Context: an optimization exercise on an open-source flow, tuned for small area and a short achievable clock period. The choices shown serve that exercise and are no tape-out recipe. Where RTL was checked, it was by simulation tests only, not by an equivalence proof against the original.

Setup of job 5327:
Design qd256, start of the top module:
module qd256 (
    input  wire       clk,
    input  wire       rst,
    input  wire       cmd_valid,
    input  wire [2:0] cmd_op,
    input  wire [7:0] cmd_a,
    input  wire [7:0] cmd_b,
    output reg        res_valid,
    output reg  [7:0] res,
    output wire       err
);
    reg [7:0] acc;
    reg       err_q;
    wire       use_acc = cmd_op[2];                  
    wire       inv     = ~(cmd_op[0] ^ cmd_op[2]);   
    wire       no_b    = cmd_op[1];                  
    wire [7:0] l    = use_acc ? acc : cmd_a;
    wire [7:0] r    = no_b ? 8'h00 : cmd_b;
    wire       jl   = l[7];
    wire       sub  = jl | inv;
    wire       cin  = jl;
    wire       nout = inv & ~jl;
    wire       flip = jl & (r[0] ^ (inv & l[0]));
    wire [6:0] ro = r[6:0] ^ {7{sub}};
    wire [6:0] lo = l[6:0];
    wire [7:0] g0 = {lo & ro, cin};
    wire [7:0] p0 = {lo ^ ro, 1'b0};
    wire [7:0] s8 = {lo, cin} + {ro, cin};
    wire [6:0] cc = s8[7:1] ^ p0[7:1];
    wire [6:0] sum = p0[7:1] ^ cc;
    wire [6:0] k    = sum ^ {7{nout}} ^ {flip, 6'd0};
    wire [7:0] out  = {jl ^ r[7], k};
  ...
Size in the first run: roughly 140 cells after synthesis.
==> module qd256, before the edit <==
module qd256 (
    input  wire       clk,
    input  wire       rst,
    input  wire       cmd_valid,
    input  wire [2:0] cmd_op,
    input  wire [7:0] cmd_a,
    input  wire [7:0] cmd_b,
    output reg        res_valid,
    output reg  [7:0] res,
    output wire       err
);
    reg [7:0] acc;
    reg       err_q;
    wire       use_acc = cmd_op[2];                  
    wire       inv     = ~(cmd_op[0] ^ cmd_op[2]);   
    wire       no_b    = cmd_op[1];                  
    wire [7:0] l    = use_acc ? acc : cmd_a;
    wire [7:0] r    = no_b ? 8'h00 : cmd_b;
    wire       jl   = l[7];
    wire       sub  = jl | inv;
    wire       cin  = jl;
    wire       nout = inv & ~jl;
    wire       flip = jl & (r[0] ^ (inv & l[0]));
    wire [6:0] ro = r[6:0] ^ {7{sub}};
    wire [6:0] lo = l[6:0];
    wire [7:0] g0 = {lo & ro, cin};
    wire [7:0] p0 = {lo ^ ro, 1'b0};
    wire [7:0] s8 = {lo, cin} + {ro, cin};
    wire [6:0] cc = s8[7:1] ^ p0[7:1];
    wire [6:0] sum = p0[7:1] ^ cc;
    wire [6:0] k    = sum ^ {7{nout}} ^ {flip, 6'd0};
    wire [7:0] out  = {jl ^ r[7], k};
    wire       emits = cmd_op[2] ? ~cmd_op[1] : (cmd_op[1] ^ cmd_op[0]);
    always @(posedge clk) begin
        if (rst) begin
            acc       <= 8'h00;
            err_q     <= 1'b0;
            res_valid <= 1'b0;
        end else begin
            res_valid <= cmd_valid & emits;
            if (cmd_valid) begin
                case (cmd_op)
                    3'b011: acc <= 8'h00;
                    3'b100: acc <= out;
                    3'b101: acc <= cmd_b;
                    default: ;
                endcase
                if (cmd_op[2] & cmd_op[1])
                    err_q <= 1'b1;
            end
        end
    end
    always @(posedge clk)
        res <= out;
    assign err = err_q;
endmodule
==> flow/config.mk <==
export PLATFORM = sky130hd
export DESIGN_NAME = qd256
export DESIGN_NICKNAME = qd256
export VERILOG_FILES = /design/flow/design.v
export SDC_FILE = /design/flow/constraint.sdc
export NUM_CORES = 4
export LEC_CHECK = 0
export CAP_MARGIN = 20
export CORE_MARGIN = 2
export CORE_UTILIZATION = 40
export SLEW_MARGIN = 20
==> flow/constraint.sdc <==
create_clock -name core_clock -period 10.0 [get_ports {clk}]
set_input_delay 2.0000 -clock core_clock [delete_from_list [all_inputs] [get_ports {clk}]]
set_output_delay 2.0000 -clock core_clock [all_outputs]
set_load 0.01 [all_outputs]
standard.sh (not shown) runs the stock make flow with config.mk's settings and CLKGATE_MAP_FILE= SYNTH_SCRIPT=/design/flow/synth_recipe.tcl, a recipe that flattens the netlist after the stock synthesis.
==> flow/flow/run.sh <==
#!/bin/bash
# Own layout flow: the standard flow (standard synthesis unchanged) with
# plain buf_1 port buffers, an internal setup target for repair_timing
# (flow/knobs.txt) and, after CTS, a downsizing pass that keeps that target.
set -euo pipefail
cd "$(dirname "${BASH_SOURCE[0]}")/.."
KNOBS=$(cat flow/knobs.txt)
for h in flow/*.hook.tcl; do
  [ -e "$h" ] || continue
  v=$(basename "$h" .hook.tcl)
  export "${v}_TCL=$PWD/$h"
done
# shellcheck disable=SC2086
bash standard.sh $KNOBS \
  "BUFFER_PORTS_ARGS=-buffer_cell sky130_fd_sc_hd__buf_1" finish > make_finish.log 2>&1
==> flow/flow/PRE_FLOORPLAN.hook.tcl <==
# Re-map the synthesized logic for area (registers are left as they are);
# repair_timing later in the flow sizes the critical paths back up.
puts "hook: restructure for area"
if { [env_var_exists_and_non_empty DONT_USE_CELLS] } {
  set_dont_use $::env(DONT_USE_CELLS)
}
report_design_area
file mkdir $::env(OBJECTS_DIR)/rmp
restructure -target area -liberty_file [lindex $::env(LIB_FILES) 0] \
  -tielo_port sky130_fd_sc_hd__conb_1/LO -tiehi_port sky130_fd_sc_hd__conb_1/HI \
  -work_dir $::env(OBJECTS_DIR)/rmp -abc_logfile $::env(LOG_DIR)/rmp_abc.log
report_design_area
==> flow/flow/knobs.txt <==
SETUP_SLACK_MARGIN=6.0
> inputs changed (job 5327 -> job 9604)
-- flow/design.v --
<<< job 5327, line 26
    wire [7:0] g0 = {lo & ro, cin};
    wire [7:0] p0 = {lo ^ ro, 1'b0};
    wire [7:0] s8 = {lo, cin} + {ro, cin};
    wire [6:0] cc = s8[7:1] ^ p0[7:1];
    wire [6:0] sum = p0[7:1] ^ cc;
    wire [6:0] k    = sum ^ {7{nout}} ^ {flip, 6'd0};
>>> job 9604, line 26
    wire [7:0] g0 = {lo & ro, cin};
    wire [7:0] p0 = {lo ^ ro, 1'b0};
    wire [7:0] g1 = g0 | (p0 & {g0[6:0], 1'b0});
    wire [7:0] p1 = p0 & {p0[6:0], 1'b0};
    wire [7:0] g2 = g1 | (p1 & {g1[5:0], 2'b0});
    wire [7:0] p2 = p1 & {p1[5:0], 2'b0};
    wire [7:0] g3 = g2 | (p2 & {g2[3:0], 4'b0});
    wire [6:0] cc = g3[6:0];
    wire [6:0] sum = p0[7:1] ^ cc;
    wire [6:0] k    = sum ^ {7{nout}} ^ {flip, 6'd0};
Findings:
Job 9604 failed in floorplan with EST-0104. Job 5327 did not stop at any stage, and its layout met the timing, design-rule and antenna checks. Per the comparison of job 9604 with job 5327, placement row count has remained practically unchanged; synthesized cell count has increased; synthesized area has increased; horizontal extent of the die has increased; die span in y has increased. Relative to job 5327, starting utilization of the core area increased by 1.1 points in job 9604.
The RTL of job 9604 was laid out without a check of its function.

-- what the ideal ports hide --
How much do the figures lean on ideal ports? The routed layout below was timed once more, with nothing changed but the port constraints.
Step 1 (the two cells are an assumption about what drives the block):
set clk [get_ports {clk}]
set_driving_cell -lib_cell sky130_fd_sc_hd__clkbuf_16 $clk
set_driving_cell -lib_cell sky130_fd_sc_hd__buf_2 [delete_from_list [all_inputs] $clk]
Step 2 adds t to the input delays and takes it off the output delays; t is the mean of the earliest and latest rising clock arrival at the registers after step 1. Input paths then give back, and output paths get back, about the clock's delay inside the block.
Slacks: no drivers / after step 1 / after step 2; pairs: no drivers / after step 1.
run: job 5327
shift t [ns]: 0.307
slack for setup (ns): 5.935 / 5.863 / 5.556
worst setup path after step 2: input to register
slew at the worst register clock pin (ns): 0.11 / 0.11
After both steps job 5327 still meets setup and hold. For job 5327, drivers alone change the setup slack by -0.072 ns; drivers and shift together by -0.379 ns.
